Context: an optimization exercise on an open-source flow, tuned for small area and a short achievable clock period. The choices shown serve that exercise and are no tape-out recipe. The RTL was checked by simulation tests, not by an equivalence proof against the original design.

===== flow/design.v =====
module fsk_cordic (
    input  wire signed [7:0] s_i,
    input  wire signed [7:0] s_q,
    input  wire signed [7:0] p_i,
    input  wire signed [7:0] p_q,
    output wire [13:0]       dir,      
    output wire              re_neg    
);
    function integer yw(input integer k);
        case (k)
            1: yw = 16;  2: yw = 15;  3: yw = 15;  4: yw = 14;
            5: yw = 13;  6: yw = 12;  7: yw = 11;  8: yw = 10;
            9: yw = 9;   10: yw = 8;  11: yw = 7;  12: yw = 6;
            13: yw = 5;  default: yw = 17;
        endcase
    endfunction
    wire signed [16:0] re = s_i * p_i + s_q * p_q;
    wire signed [16:0] im = s_q * p_i - s_i * p_q;
    wire re_n = re[16];
    wire im_n = im[16];
    wire [15:0] x [1:12];
    wire [15:0] y [1:13];    
    assign x[1] = (re_n ? -re : re) + (im_n ? -im : im);
    assign y[1] = (im_n ? re : -re) + (re_n ? -im : im);
    assign dir[0] = ~im_n;
    assign re_neg = re_n;
    genvar k;
    generate
        for (k = 1; k <= 12; k = k + 1) begin : g_it
            localparam integer W0 = yw(k);
            localparam integer W1 = yw(k + 1);
            wire signed [W0-1:0] yk = y[k][W0-1:0];
            wire                 up = ~yk[W0-1];
            wire        [W1-1:0] xs = x[k] >> k;
            wire        [W1-1:0] yl = yk[W1-1:0];
            wire        [W1-1:0] yn = up ? yl - xs : yl + xs;
            assign dir[k] = up;
            assign y[k+1] = {{(16-W1){1'b0}}, yn};
            if (k < 12) begin : g_x
                wire signed [15:0] ys = yk >>> k;
                assign x[k+1] = up ? x[k] + ys : x[k] - ys;
            end
        end
    endgenerate
    assign dir[13] = ~y[13][4];
endmodule
module fsk_decode (
    input  wire [39:0] last40,
    output wire        valid,
    output wire [31:0] id,
    output reg  [2:0]  choice,
    output wire [3:0]  nib
);
    wire [7:0] in0  = last40[39:32];   
    wire [7:0] in1  = last40[31:24];   
    wire [7:0] in2  = last40[23:16];   
    wire [7:0] in3  = last40[15:8];    
    wire [7:0] csum = last40[7:0];     
    wire [7:0] sum = in0 + in1 + in2 + in3;
    assign valid = (sum == csum);
    wire [7:0] out0 = (in0 >> 3) | ((in0 & 8'h04) << 5) | ((in1 & 8'h01) << 6) | ((in2 & 8'h01) << 5);
    wire [7:0] out1 = (in1 >> 1) | ((in0 & 8'h01) << 7) | (in2 >> 7);
    wire [7:0] out2 = ((in2 & 8'h7C) << 1) | (in3 >> 5);
    wire [7:0] out3 = out0 ^ out1 ^ out2;
    assign id = {out0, out1, out2, out3};
    assign nib = in3[3:0];
    always @(*) begin
        case (nib)
            4'h1:    choice = 3'd0;   
            4'h5:    choice = 3'd1;   
            4'hD:    choice = 3'd2;   
            4'hE:    choice = 3'd3;   
            4'hA:    choice = 3'd4;   
            default: choice = 3'd7;   
        endcase
    end
endmodule
module fsk_disc (
    input  wire              clk,
    input  wire              rst,         
    input  wire              cancel,      
    input  wire              in_valid,    
    input  wire signed [7:0] in_i,
    input  wire signed [7:0] in_q,
    output reg  [1:0]        out_kind,    
    output reg               out_cause,   
    output reg  [31:0]       out_id,
    output reg  [2:0]        out_choice,
    output reg  [3:0]        out_nib
);
    localparam [1:0] SEARCH = 2'd0, SYNC = 2'd1, DATA = 2'd2, HALT = 2'd3;
    localparam [1:0] K_NONE = 2'd0, K_REPORT = 2'd1, K_FFAIL = 2'd2, K_CFAIL = 2'd3;
    reg  [1:0]         phase;
    reg  signed [7:0]  prev_i, prev_q;
    reg  signed [15:0] dmin, dmax;
    reg                lvl;
    reg  [2:0]         sub;           
    reg  [6:0]         tot;           
    reg  [39:0]        sr;            
    wire signed [15:0] sq_i = in_i * in_i;
    wire signed [15:0] sq_q = in_q * in_q;
    wire [16:0] pwr = $unsigned(sq_i) + $unsigned(sq_q);
    wire        loud = pwr >= 17'd13108;
    wire [13:0] dir;
    wire        re_neg;
    fsk_cordic u_cordic (.s_i(in_i), .s_q(in_q), .p_i(prev_i), .p_q(prev_q),
                         .dir(dir), .re_neg(re_neg));
    wire [13:0] pos = (dir[0]  ? 14'd4096 : 14'd0) + (dir[1]  ? 14'd2418 : 14'd0)
                    + (dir[2]  ? 14'd1278 : 14'd0) + (dir[3]  ? 14'd649  : 14'd0)
                    + (dir[4]  ? 14'd326  : 14'd0) + (dir[5]  ? 14'd163  : 14'd0)
                    + (dir[6]  ? 14'd81   : 14'd0) + (dir[7]  ? 14'd41   : 14'd0)
                    + (dir[8]  ? 14'd20   : 14'd0) + (dir[9]  ? 14'd10   : 14'd0)
                    + (dir[10] ? 14'd5    : 14'd0) + (dir[11] ? 14'd3    : 14'd0)
                    + (dir[12] ? 14'd1    : 14'd0) + (dir[13] ? 14'd1    : 14'd0);
    wire signed [15:0] z0 = re_neg ? (dir[0] ? 16'sd8192 : -16'sd8192) : 16'sd0;
    wire signed [15:0] pos2 = {1'b0, pos, 1'b0};
    wire signed [15:0] d  = z0 - 16'sd9092 + pos2;
    wire signed [15:0] lo = (d < dmin) ? d : dmin;
    wire signed [15:0] hi = (d > dmax) ? d : dmax;
    wire signed [16:0] range = {dmax[15], dmax} - {dmin[15], dmin};
    wire signed [15:0] thresh = range[16:1];
    wire        level = d > thresh;
    wire        flip  = level != lvl;
    wire [9:0]  wcnt = {tot, sub} + 10'd1;
    wire        win_closed = wcnt == 10'd192;
    wire [2:0]  sub_n = sub + 3'd1;
    wire        shift = sub == 3'd7;
    wire [6:0]  tot_n = (shift && tot != 7'd65) ? tot + 7'd1 : tot;
    wire        overflow = tot_n > 7'd64;
    wire        full     = tot_n == 7'd64;
    wire [39:0] sr_n = shift ? {sr[38:0], lvl} : sr;
    wire        chk_valid;
    wire [31:0] dec_id;
    wire [2:0]  dec_choice;
    wire [3:0]  dec_nib;
    fsk_decode u_decode (.last40(sr_n), .valid(chk_valid),
                         .id(dec_id), .choice(dec_choice), .nib(dec_nib));
    wire smp = in_valid && !rst && !cancel;
    always @(posedge clk)
        if (smp && phase == DATA && shift)
            sr <= sr_n;
    always @(posedge clk)
        if (in_valid) begin
            prev_i <= in_i;
            prev_q <= in_q;
        end
    always @(posedge clk) begin
        if (phase == SEARCH) begin
            dmin <= 16'sh7FFF;
            dmax <= -16'sh8000;
        end else if (smp && phase == SYNC) begin
            dmin <= lo;
            dmax <= hi;
        end
    end
    task automatic attempt_reset;
        begin
            lvl <= 1'b0;
            sub <= 3'd0;
            tot <= 7'd0;
        end
    endtask
    always @(posedge clk) begin
        out_kind   <= K_NONE;
        out_cause  <= 1'b0;
        out_id     <= 32'd0;
        out_choice <= 3'd0;
        out_nib    <= 4'd0;
        if (rst) begin
            attempt_reset;
            phase <= SEARCH;
        end else if (cancel) begin
            attempt_reset;
            phase <= HALT;
        end else if (in_valid && phase != HALT) begin
            case (phase)
                SEARCH: begin
                    if (loud)
                        phase <= SYNC;
                end
                SYNC: begin
                    if (!loud) begin
                        out_kind  <= K_FFAIL;
                        out_cause <= 1'b1;
                        attempt_reset;
                        phase     <= SEARCH;
                    end else if (win_closed) begin
                        lvl   <= 1'b0;
                        sub   <= 3'd0;
                        tot   <= 7'd0;
                        phase <= DATA;
                    end else begin
                        {tot, sub} <= wcnt;
                    end
                end
                default: begin  
                    if (!loud) begin
                        out_kind  <= K_FFAIL;
                        out_cause <= 1'b1;
                        attempt_reset;
                        phase     <= SEARCH;
                    end else if (flip) begin
                        if (overflow) begin
                            out_kind  <= K_FFAIL;
                            out_cause <= 1'b0;
                            attempt_reset;
                            phase     <= SEARCH;
                        end else if (full) begin
                            if (chk_valid) begin
                                out_kind   <= K_REPORT;
                                out_id     <= dec_id;
                                out_choice <= dec_choice;
                                out_nib    <= dec_nib;
                            end else begin
                                out_kind   <= K_CFAIL;
                            end
                            attempt_reset;
                            phase <= SEARCH;
                        end else begin
                            tot <= tot_n;
                            sub <= 3'd0;
                            lvl <= level;
                        end
                    end else begin
                        tot <= tot_n;
                        sub <= sub_n;
                    end
                end
            endcase
        end
    end
endmodule

===== flow/config.mk =====
export PLATFORM = sky130hd
export DESIGN_NAME = fsk_disc
export DESIGN_NICKNAME = fsk_disc
export VERILOG_FILES = /design/flow/design.v
export SDC_FILE = /design/flow/constraint.sdc
export NUM_CORES = 4
export LEC_CHECK = 0
export CAP_MARGIN = 20
export CORE_MARGIN = 2
export CORE_UTILIZATION = 40
export PLACE_DENSITY = 0.6
export SLEW_MARGIN = 20

===== flow/constraint.sdc =====
create_clock -name core_clock -period 70.0 [get_ports {clk}]
set_input_delay 14.0000 -clock core_clock [delete_from_list [all_inputs] [get_ports {clk}]]
set_output_delay 14.0000 -clock core_clock [all_outputs]
set_load 0.01 [all_outputs]

===== flow/run.sh =====
#!/bin/bash
# synth_recipe.tcl (not shown) runs the flow's synth.tcl, then flattens the netlist and writes it again
# the make line also repeats each setting of config.mk as NAME=value (left out here)
make -C /OpenROAD-flow-scripts/flow DESIGN_CONFIG=/design/flow/config.mk WORK_HOME=/design/flow/orfs CLKGATE_MAP_FILE= SYNTH_SCRIPT=/design/flow/synth_recipe.tcl finish

==> results.json <==
{
  "syn_nets": 6157,
  "grt_pass1_wl_um": 180000,
  "core_um2": 105000,
  "num_vias": 34200,
  "crit_start": "in_q[7]",
  "cp_data_arrival_time_ns": 65.87,
  "rows": 119,
  "synth-main-ff-cell": "dfxtp_1",
  "synth-edff-count": 56,
  "drc": 0,
  "rsz0062_at_grt": "false",
  "die_width_um": 330,
  "drive_gt1_share_pct": 3.42,
  "cts_setup_buffers": 0,
  "holdWs_ns": 0.488,
  "max_slew_margin_pct": 34.1,
  "clk_latency_ns": 0.51,
  "tightestPinTransition_ns": 0.982,
  "clkTransAtPathRegs_ns": 0.08,
  "grtUsageTotal_pct": 20.5,
  "critPathMaxFanout": 38,
  "synth_cells": 5110,
  "critical_path_class": "in -> reg",
  "initial_utilization_pct": 40.4,
  "clock.fmax_ghz": 0.0153,
  "final_antenna_net_count": 0,
  "drv_cap": 0,
  "gr-total-overflow": 0,
  "dp_hpwl_um": 89600,
  "n_fill_cell": 10600,
  "min_period_ns": 65.43,
  "cts_resized": 0,
  "diodes": 0,
  "clock_sinks": 142,
  "rr_startpoint": "prev_q[0]",
  "seq_area_frac_synth_pct": 7.99,
  "crit_slowest_cell": "a311oi_2",
  "final_common_cell": "inv_1",
  "maxUsedRoutingLayer": "met4",
  "yosysWarningCount": 3,
  "dieHeight_um": 330,
  "endpoint_kind": "flop",
  "dp_cells": 6479,
  "htreeDepth": 4,
  "synthDistinctLibCells": 115,
  "dieArea_um2": 109000,
  "first_global_vias": 34500,
  "syn_avg_cell_area_um2": 8.33,
  "fin_skew_ns": 0.0160,
  "place_congestion": 0.906,
  "crit_path_frequent_cell": "a21oi_1",
  "dr_wl_met2_um": 55000,
  "ys_ff_latch": 142,
  "hp-class": "reg -> reg",
  "hold_buffers": 0,
  "routed_wl_um": 109000,
  "post-route-period-util_pct": 93.5,
  "synth.cell_area_um2": 42600,
  "ys_top_cells_by_area": "fa_1, ha_1, xnor2_1",
  "finalNetCount": 6155,
  "routed_via_density": 5.26,
  "dr.pass1.iters": 28,
  "report.final.slew_viol_count": 0,
  "initialDrtViolationCount": 1574,
  "met1_length_um": 47600,
  "numCtsBuffers": 17,
  "wl_met3_um": 3140,
  "required_ns": 70.43,
  "critPathLaunchType": "primary input",
  "netlist.area_leader.share_pct": 20.2,
  "cts_buffer_depth": 2,
  "grt_start_max_net_pins": 43,
  "synth-async-reset-ratio_pct": 0,
  "critPathMaxStageDelay_ns": 0.66,
  "finalSetupViolCount": 0,
  "layout_common_cells": "inv_1, ha_1, fa_1, xnor2_1, nor2_1",
  "finalHoldViolations": 0,
  "synth_top_area_cell": "fa_1",
  "fin_tns_setup_ns": 0,
  "antenna_found_initial": 0,
  "outcome": "timing/DRC/antenna clean",
  "cts_tree": "built",
  "final_cells": 6512,
  "root_buffer": "clkbuf_16",
  "io_buffers": 61,
  "ios": 62,
  "wl_per_cell_um": 16.7,
  "utilization_pct": 43.1,
  "worstHoldStart": "dmax[9]",
  "areaGrowthSynthToFinish_pct": 6.61
}
Yosys cell counts, drive strengths merged, types with 69 or more instances:
master,count
a21oi,340
o21bai,121
o21ai,178
fa,429
and2,199
nor3,85
xor2,206
ha,598
a21o,111
clkbuf,103
xnor2,408
nor2,351
nand3,69
inv,762
nand2,315
dfxtp,86
final timing paths:
| path | to | slack [ns] | cells past startpoint |
|---|---|---|---|
| min | dmax[9] | 0.49 | 2 |
| min reg2reg | dmax[9] | 0.49 | 2 |
| max | out_choice[0] | 4.57 | 233 |
| max reg2reg | out_choice[0] | 17.88 | 231 |
area by class of cell:
cell class                      instances  area [um2]  area share, %
Tap cell                             1391        1740           3.83
Timing Repair Buffer                   96         873           1.92
Sequential cell                       142        3400           7.50
Clock buffer                           17         425          0.937
Clock inverter                         15         185          0.408
Multi-Input combinational cell       4088       35900           79.1
Inverter                              763        2870           6.32
per-layer routing:
| metal | vias to the layer above | GRT usage (%) |
|---|---|---|
| li1 | 17100 | - |
| met1 | 16400 | 25.6 |
| met2 | 613 | 37.4 |
| met3 | 125 | 1.74 |
| met4 | 0 | 5.87 |
| met5 | - | 0 |
kinds of logic (layout without fill, tap and decap cells):
| family | Yosys count | in the layout | share of synthesized area [%] |
|---|---|---|---|
| adder cells (fa/ha/maj) | 1030 | 1030 | 37.8 |
| multiplexers | 78 | 78 | 1.94 |
| AND/OR/NAND/NOR | 1339 | 1340 | 15.9 |
| buffers and inverters | 881 | 891 | 7.81 |
| XOR/XNOR | 619 | 619 | 13.0 |
| flip-flops | 142 | 142 | 7.99 |
| AO/OA/AOI/OAI | 1021 | 1021 | 15.7 |
registers in the layout, indices dropped and copies added, names as in the netlist:
| name | count |
|---|---|
| sub | 3 |
| dmax | 15 |
| prev_i | 8 |
| phase | 2 |
| dmin | 16 |
| lvl | 1 |
| tot | 7 |
| out_cause | 1 |
| out_nib | 4 |
| out_kind | 2 |
| sr | 40 |
| out_id | 32 |
| out_choice | 3 |
| prev_q | 8 |
per-stage QoR:
stage	worst slack, ns	area [um2]
6_report	4.57	45400
4_1_cts	4.10	45400
3_3_place_gp	4.73	44800
5_1_grt	0.00603	45400
2_1_floorplan	8.72	42600
3_5_place_dp	3.68	44800
critical path, delay by kind of cell:
family / cells / cell delay (ns)
simple gates: 45 / 8.82
mux: 3 / 0.97
xor+xnor: 27 / 5.10
buf+inv: 29 / 6.38
compound gates: 100 / 20.15
fa+ha+maj: 29 / 10.29

-- afterwards: timing with drivers on the ports --
How much do the figures lean on ideal ports? The routed layout below was timed once more, with nothing changed but the port constraints. Step 1 assumes that a clkbuf_16 drives the clock port and a buf_2 every other input. Step 2, shift: input delay + t, output delay - t, t = (earliest + latest rising clock arrival at the registers) / 2. This alone moves slack from input paths to output paths. Slacks: ideal ports / drivers / drivers and shift; pairs: ideal ports / drivers.
t (ns): 0.558
setup WS [ns]: 4.565 / 4.589 / 4.031
worst setup path at the end: input to register
clock arrival spread, ns: 0.016 / 0.016
worst data-port slew with drivers (ns): 0.06
After both steps this run still meets setup and hold. For this run, drivers alone change the setup slack by +0.024 ns; drivers and shift together by -0.534 ns.
